This design comes from an exercise in tuning for small area, a short achievable clock period and few clock cycles per item on the open sky130 flow, not from production work. In this exercise RTL edits were held to simulation tests only and were not proved equivalent to the original. Power is estimated from default activity; no workload was simulated.

`config.mk`:
```
export PLATFORM = sky130hd
export DESIGN_NAME = lux_conv
export DESIGN_NICKNAME = lux_conv
export VERILOG_FILES = /design/flow/design.v
export SDC_FILE = /design/flow/constraint.sdc
export NUM_CORES = 4
export LEC_CHECK = 0
export CAP_MARGIN = 20
export CORE_MARGIN = 2
export CORE_UTILIZATION = 40
export PLACE_DENSITY = 0.6
export SLEW_MARGIN = 20
```
`constraint.sdc`:
```
create_clock -name core_clock -period 14.0 [get_ports {clk}]
set_input_delay 2.8000 -clock core_clock [delete_from_list [all_inputs] [get_ports {clk}]]
set_output_delay 2.8000 -clock core_clock [all_outputs]
set_load 0.01 [all_outputs]
```
`design.v`:
```
module lux_conv (
    input  wire        clk,
    input  wire        rst,         
    input  wire        start,
    input  wire [15:0] vis,         
    input  wire [15:0] ir,          
    input  wire [1:0]  gain_sel,    
    input  wire [2:0]  itime_sel,   
    output wire        ready,
    output reg         done,
    output wire [34:0] lux_int,
    output wire [19:0] lux_frac
);
    localparam [2:0] S_IDLE = 3'd0,
                     S_SET  = 3'd1,
                     S_A    = 3'd2,
                     S_B    = 3'd3,
                     S_C    = 3'd4;
    localparam [19:0] MBITS = 20'd1000000;
    reg  [2:0]  state;
    reg  [5:0]  cnt;
    reg         rdy;
    reg         shortp;      
    reg  [15:0] v_r;
    reg  [21:0] x_r;         
    reg  [4:0]  sel_r;       
    reg  [40:0] rem;
    reg  [35:0] w;           
    reg  [19:0] frac;
    reg  [40:0] cc, cm;
    always @(*) begin
        case (sel_r)
            5'd0: begin cc = 41'd26214400; cm = 41'd25000000; end
            5'd1: begin cc = 41'd52428800; cm = 41'd50000000; end
            5'd2: begin cc = 41'd78643200; cm = 41'd75000000; end
            5'd3: begin cc = 41'd104857600; cm = 41'd100000000; end
            5'd4: begin cc = 41'd131072000; cm = 41'd125000000; end
            5'd5: begin cc = 41'd157286400; cm = 41'd150000000; end
            5'd6: begin cc = 41'd157286400; cm = 41'd150000000; end
            5'd7: begin cc = 41'd157286400; cm = 41'd150000000; end
            5'd8: begin cc = 41'd655360000; cm = 41'd625000000; end
            5'd9: begin cc = 41'd1310720000; cm = 41'd1250000000; end
            5'd10: begin cc = 41'd1966080000; cm = 41'd1875000000; end
            5'd11: begin cc = 41'd2621440000; cm = 41'd2500000000; end
            5'd12: begin cc = 41'd3276800000; cm = 41'd3125000000; end
            5'd13: begin cc = 41'd3932160000; cm = 41'd3750000000; end
            5'd14: begin cc = 41'd3932160000; cm = 41'd3750000000; end
            5'd15: begin cc = 41'd3932160000; cm = 41'd3750000000; end
            5'd16: begin cc = 41'd10485760000; cm = 41'd10000000000; end
            5'd17: begin cc = 41'd20971520000; cm = 41'd20000000000; end
            5'd18: begin cc = 41'd31457280000; cm = 41'd30000000000; end
            5'd19: begin cc = 41'd41943040000; cm = 41'd40000000000; end
            5'd20: begin cc = 41'd52428800000; cm = 41'd50000000000; end
            5'd21: begin cc = 41'd62914560000; cm = 41'd60000000000; end
            5'd22: begin cc = 41'd62914560000; cm = 41'd60000000000; end
            5'd23: begin cc = 41'd62914560000; cm = 41'd60000000000; end
            5'd24: begin cc = 41'd241172480000; cm = 41'd230000000000; end
            5'd25: begin cc = 41'd482344960000; cm = 41'd460000000000; end
            5'd26: begin cc = 41'd723517440000; cm = 41'd690000000000; end
            5'd27: begin cc = 41'd964689920000; cm = 41'd920000000000; end
            5'd28: begin cc = 41'd1205862400000; cm = 41'd1150000000000; end
            5'd29: begin cc = 41'd1447034880000; cm = 41'd1380000000000; end
            5'd30: begin cc = 41'd1447034880000; cm = 41'd1380000000000; end
            5'd31: begin cc = 41'd1447034880000; cm = 41'd1380000000000; end
            default: begin cc = 41'd0; cm = 41'd0; end
        endcase
    end
    wire        in_a  = (state == S_A);
    wire        in_b  = (state == S_B);
    wire        in_c  = (state == S_C);
    wire        last  = shortp ? (cnt == 6'd19) : (cnt == 6'd35);
    wire        lastc = (cnt == 6'd19);
    wire        mbit  = (cnt < 6'd20) ? MBITS[5'd19 - cnt[4:0]] : 1'b0;
    wire        pbit  = shortp ? w[19] : w[35];
    reg  [22:0] addend;
    reg  [40:0] div;
    always @(*) begin
        addend = 23'd0;
        div    = cc;
        if (in_a) begin
            if (last && shortp)
                addend = {7'd0, v_r - 16'd1};
            else if (mbit)
                addend = {7'd0, x_r[15:0]};
            div = shortp ? {25'd0, v_r} : {9'd0, v_r, 16'd0};
        end else if (in_b) begin
            if (pbit)
                addend = {x_r, 1'b0};
            div = cm;
        end
    end
    wire [41:0] s  = {rem, 1'b0} + {19'd0, addend};
    wire [42:0] t1 = {1'b0, s} - {2'd0, div};
    wire [42:0] t2 = {1'b0, s} - {1'b0, div, 1'b0};
    wire        d2 = ~t2[42];
    wire        d1 = ~t1[42];
    wire [40:0] rem_next = d2 ? t2[40:0] : (d1 ? t1[40:0] : s[40:0]);
    wire        dlo = d1 & ~d2;
    wire [35:0] w_inc  = w + {35'd0, d2};
    wire [35:0] w_next = {w_inc[34:20], w_inc[19] & ~(in_b & shortp), w_inc[18:0], dlo};
    wire [16:0] diff   = {1'b0, v_r} - {1'b0, x_r[15:0]};
    wire [15:0] absd   = diff[16] ? (x_r[15:0] - v_r) : diff[15:0];
    wire [21:0] x51    = {x_r[15:0], 5'd0} + {1'b0, x_r[15:0], 4'd0}
                       + {5'd0, x_r[15:0], 1'b0} + {6'd0, x_r[15:0]};
    assign ready    = rdy;
    assign lux_int  = w[34:0];
    assign lux_frac = frac;
    wire accept = start & rdy;
    always @(posedge clk) begin
        if (rst) begin
            state <= S_IDLE;
            rdy   <= 1'b1;
            done  <= 1'b0;
        end else begin
            done <= in_c & lastc;
            rdy  <= (in_c & (cnt == 6'd18)) | ((in_c & lastc | state == S_IDLE) & ~start);
            if (accept) begin
                state <= S_SET;
            end else begin
                case (state)
                    S_SET: state <= S_A;
                    S_A:   if (last) state <= S_B;
                    S_B:   if (last) state <= S_C;
                    S_C:   if (lastc) state <= S_IDLE;
                    default: state <= S_IDLE;
                endcase
            end
        end
        if (accept) begin
            v_r   <= vis;
            x_r   <= {6'd0, ir};
            sel_r <= {gain_sel, itime_sel};
        end
        case (state)
            S_SET: begin
                x_r    <= (v_r == 16'd0) ? 22'd0 : {6'd0, absd};
                shortp <= ~diff[16];
                rem    <= 41'd0;
                w      <= 36'd0;
                cnt    <= 6'd0;
            end
            S_A: begin
                w   <= w_next;
                cnt <= last ? 6'd0 : cnt + 6'd1;
                rem <= last ? 41'd0 : rem_next;
                if (last)
                    x_r <= x51;
            end
            S_B: begin
                w   <= w_next;
                rem <= rem_next;
                cnt <= last ? 6'd0 : cnt + 6'd1;
            end
            S_C: begin
                frac <= {frac[18:0], dlo | d2};
                rem  <= rem_next;
                cnt  <= cnt + 6'd1;
            end
            default: ;
        endcase
    end
endmodule
```
`run.sh`:
```
#!/bin/bash
# synth_recipe.tcl (not shown) runs the flow's synth.tcl, then flattens the netlist and writes it again
# the make line also repeats each setting of config.mk as NAME=value (left out here)
make -C /OpenROAD-flow-scripts/flow DESIGN_CONFIG=/design/flow/config.mk WORK_HOME=/design/flow/orfs CLKGATE_MAP_FILE= SYNTH_SCRIPT=/design/flow/synth_recipe.tcl finish
```
==> flow_summary_export.csv <==
group,metric,value,unit
sta,finalCriticalPeriod,9.370,ns
sta,fin_skew,0.02650,ns
setup_path,r2r_start,"cnt[2]",
clocking,htreeDepth,1,
synthesis,synth_edf_count,125,
pwr,peakVddDrop,0.0002332,V
setup_path,worst_setup_path_end_kind,"register",
routing,post_drt_wl_per_cell,20.65,um
placed_design,place.port_buffers,96,
setup_path,critPathLaunchType,"register",
grt,grt_max_degree,57,
grt,grtUsageTotal,0.2351,
synthesis,yosysSeqAreaShare,0.2864,
clocking,numCtsBuffers,25,
job,maxCapViolCount,0,
grt,grt_pass1_vias,15560,
sta,timing.final.hold_violations,0,
synthesis,synth_area,18490,um2
setup_path,endpoint,"w[33]",
die,start_util,0.4065,
die,rows,78,
layout,nets,2415,
synthesis,synth_area_leader_cell,"edfxtp_1",
routing,drt-total-wl,57380,um
clocking,cts.path.max_buffers,3,
layout,syn2layout_area_growth,11.80,%
die,fp.dieH,219.0,um
setup_path,path_common_cell,"ha_1",
layout,drive_gt1_frac,0.04176,
synthesis,syn_nets,2393,
synthesis,yosysTopAreaCellShare,0.2030,
synthesis,netlist_instances,2139,
sta,grt_setup_unrepaired,"no",
setup_path,reg2regPathDepth,37,
routing,drtAntennaViolNets,0,
clocking,ctsHoldBuffers,0,
routing,first_iter_violations,1546,
setup_path,arrival,9.63,ns
die,die_x,219.0,um
routing,via_count,16420,
synthesis,synth_area_per_cell,8.644,um2
sta,timing.fmax,106.7,MHz
sta,period_share,0.6693,
layout,antennaDiodeCount,0,
grt,grt_antenna_before_repair,0,
die,die-area,47960,um2
routing,via_per_inst,5.909,
sta,finalSetupViolCount,0,
hold_path,hp-class,"reg2reg",
setup_path,rr_endpoint,"w[33]",
clocking,clk_latency,0.55,ns
sta,finalMaxSlewViolations,0,
synthesis,async_flop_share,0,
routing,drc,0,
layout,final_util,0.4545,
layout,fill_cells,4443,
synthesis,synth_cell_types,76,
setup_path,critPathSlowestCell,"and2_1",
setup_path,cpPeakStageDelay,0.50,ns
die,fp.coreArea,45480,um2
grt,grt_pass1_wl,88670,um
setup_path,required,14.26,ns
synthesis,ys_ff_latch,202,
clocking,postCtsSetupRepairBufs,0,
setup_path,cp_max_fo,50,
sta,max_slew.worst_pin.slew,1.104,ns
setup_path,crit_type,"reg2reg",
die,io_pins,97,
clocking,cts_tree,"done",
sta,finalSetupTns,0,ns
clocking,path_clk_slew,0.06,ns
setup_path,rrSetupSlack,4.63,ns
status,outcome,"timing/DRC/antenna clean",
synthesis,yosys_most_used_dff,"edfxtp_1",
grt,overflow,0,
placed_design,gp_congestion,0.9043,
clocking,clock_sinks,202,
pwr,p_leak,8.425,nW
placed_design,hpwl,44700,um
clocking,root_buffer,"clkbuf_16",
setup_path,crit_path_start,"cnt[2]",
synthesis,synthTopCellsByArea,"edfxtp_1, ha_1, dfxtp_1, a21oi_1, xnor2_1",
routing,drt_pass1_iterations,9,
clocking,postCtsResizedCells,0,
pwr,pwr_density_cell,193.1,nW/um2
sta,slew_headroom,0.2639,
synthesis,synth.yosys.warnings,1,
## where the power goes
group / switching [mW] / leakage (nW) / internal (mW)
logic: 1.48 / 6.14 / 0.974
registers: 0.132 / 1.83 / 0.701
clock network: 0.266 / 0.447 / 0.439
total: 1.88 / 8.43 / 2.11
## per-layer routing
metal	up-vias	routed length (um)	GRT usage
met1	7836	26410	0.3306
met3	94	3466	0.02703
li1	7895	-	-
met2	595	25640	0.3748
met5	-	0	0
met4	0	1871	0.07770
## per-stage QoR
stage          power, mW  hold slack (ns)  cell area [um2]  setup WS (ns)  std cells
2_1_floorplan      2.547           0.4353            18490          6.066       2139
3_3_place_gp       3.219           0.4345            19730          4.994       2733
3_5_place_dp       3.250           0.4336            19740          4.777       2733
4_1_cts            3.981           0.4468            20640          4.740       2778
5_1_grt            4.296           0.4620            20670          3.867       2779
6_report           3.991           0.4466            20670          4.630       2779
## critical path: cells and delay by family, from the launching register on
| kind | cells | cell delay, ns |
|---|---|---|
| flip-flops | 1 | 0.45 |
| adder cells (fa/ha/maj) | 6 | 1.76 |
| buffers and inverters | 3 | 0.62 |
| XOR/XNOR | 2 | 0.29 |
| AO/OA/AOI/OAI | 13 | 3.06 |
| AND/OR/NAND/NOR | 13 | 2.92 |
## cell usage in the layout (no fill, tap or decap), types with 22 or more instances in the layout
| cell type | netlist | layout |
|---|---|---|
| o22ai_1 | 24 | 24 |
| o21ai_0 | 131 | 131 |
| a22oi_1 | 38 | 38 |
| a31oi_1 | 25 | 25 |
| fa_1 | 30 | 30 |
| and3_1 | 32 | 32 |
| a21o_1 | 87 | 87 |
| nor2_1 | 190 | 188 |
| nor3_1 | 38 | 36 |
| ha_1 | 184 | 184 |
| edfxtp_1 | 125 | 125 |
| mux2i_1 | 49 | 48 |
| clkdlybuf4s50_1 | 0 | 96 |
| nand3_1 | 64 | 64 |
| xnor2_1 | 101 | 100 |
| xor2_1 | 84 | 84 |
| nand4_1 | 22 | 22 |
| a21oi_1 | 212 | 212 |
| clkbuf_16 | 0 | 26 |
| inv_1 | 83 | 82 |
| dfxtp_1 | 77 | 77 |
| nand2_1 | 153 | 153 |
| o21bai_1 | 29 | 29 |
## cells in the mapped netlist (all sizes together) (6+ instances only)
master	count
a211o	8
a211oi	18
a21boi	10
a21o	87
a21oi	213
a221o	10
a222oi	12
a22oi	38
a31oi	25
and2	19
and3	32
buf	55
clkbuf	62
dfxtp	77
edfxtp	125
fa	30
ha	184
inv	84
mux2i	49
nand2	154
nand2b	12
nand3	64
nand4	22
nor2	190
nor2b	15
nor3	38
nor3b	6
nor4	9
o211ai	7
o21a	15
o21ai	135
o21bai	29
o221ai	6
o22ai	24
o31ai	13
or3	18
xnor2	101
xor2	84
## sequential cells by signal, indices dropped and copies added, names as in the netlist
register / cells
cc: 16
cm: 34
cnt: 6
done: 1
frac: 20
rdy: 1
rem: 41
sel_r: 5
shortp: 1
state: 3
v_r: 16
w: 36
x_r: 22
## cell families after synthesis
kind of cell | synth area share
AO/OA/AOI/OAI | 0.2384
XOR/XNOR | 0.08764
adder cells (fa/ha/maj) | 0.1570
buffers and inverters | 0.05109
flip-flops | 0.2864
multiplexers | 0.02957
AND/OR/NAND/NOR | 0.1499
## final cells by class
type                       instances  area, um2  share of cell area
multi-input combinational       1736      12310              0.5956
sequential                       202       5295              0.2562
timing repair buffer             112       1094             0.05291
tap                              600      750.7             0.03632
clock buffer                      32      723.2             0.03499
inverter                          84      315.3             0.01525
clock inverter                    13      180.2            0.008717
## worst min path at each step
stage                         from  cells past startpoint  slack [ns]  endpoint
after CTS                 frac[18]                      0        0.45  frac[19]
after global routing      frac[16]                      0        0.46  frac[17]
final                     frac[18]                      0        0.45  frac[19]
after floorplan            x_r[16]                      2        0.44   x_r[16]
after global placement    frac[18]                      0        0.43  frac[19]
after detailed placement  frac[18]                      0        0.43  frac[19]
Testbench counts, summed over its fixed seeds: cycles 101,232, items 1,600.

-- afterwards: timing with drivers on the ports --
In the flow no input, the clock included, has a driving cell. The finished layout below was timed again as built, in two steps.
Step 1 sets driving cells, clkbuf_16 on the clock port and buf_2 on the other inputs (assumed; they add their load-dependent delay and slew).
Step 2, shift: input delay + t, output delay - t, t = (earliest + latest rising clock arrival at the registers) / 2. This alone moves slack from input paths to output paths.
Slacks: ideal / step 1 / step 2; pairs: ideal / step 1.
shift t [ns]: 0.593
setup WS [ns]: 4.630 / 4.630 / 4.630
clock arrival spread, ns: 0.026 / 0.027
worst data-port slew with drivers (ns): 0.05
After both steps setup and hold are still met in this run. For this run, drivers alone change the setup slack by 0.000 ns; drivers and shift together by 0.000 ns.
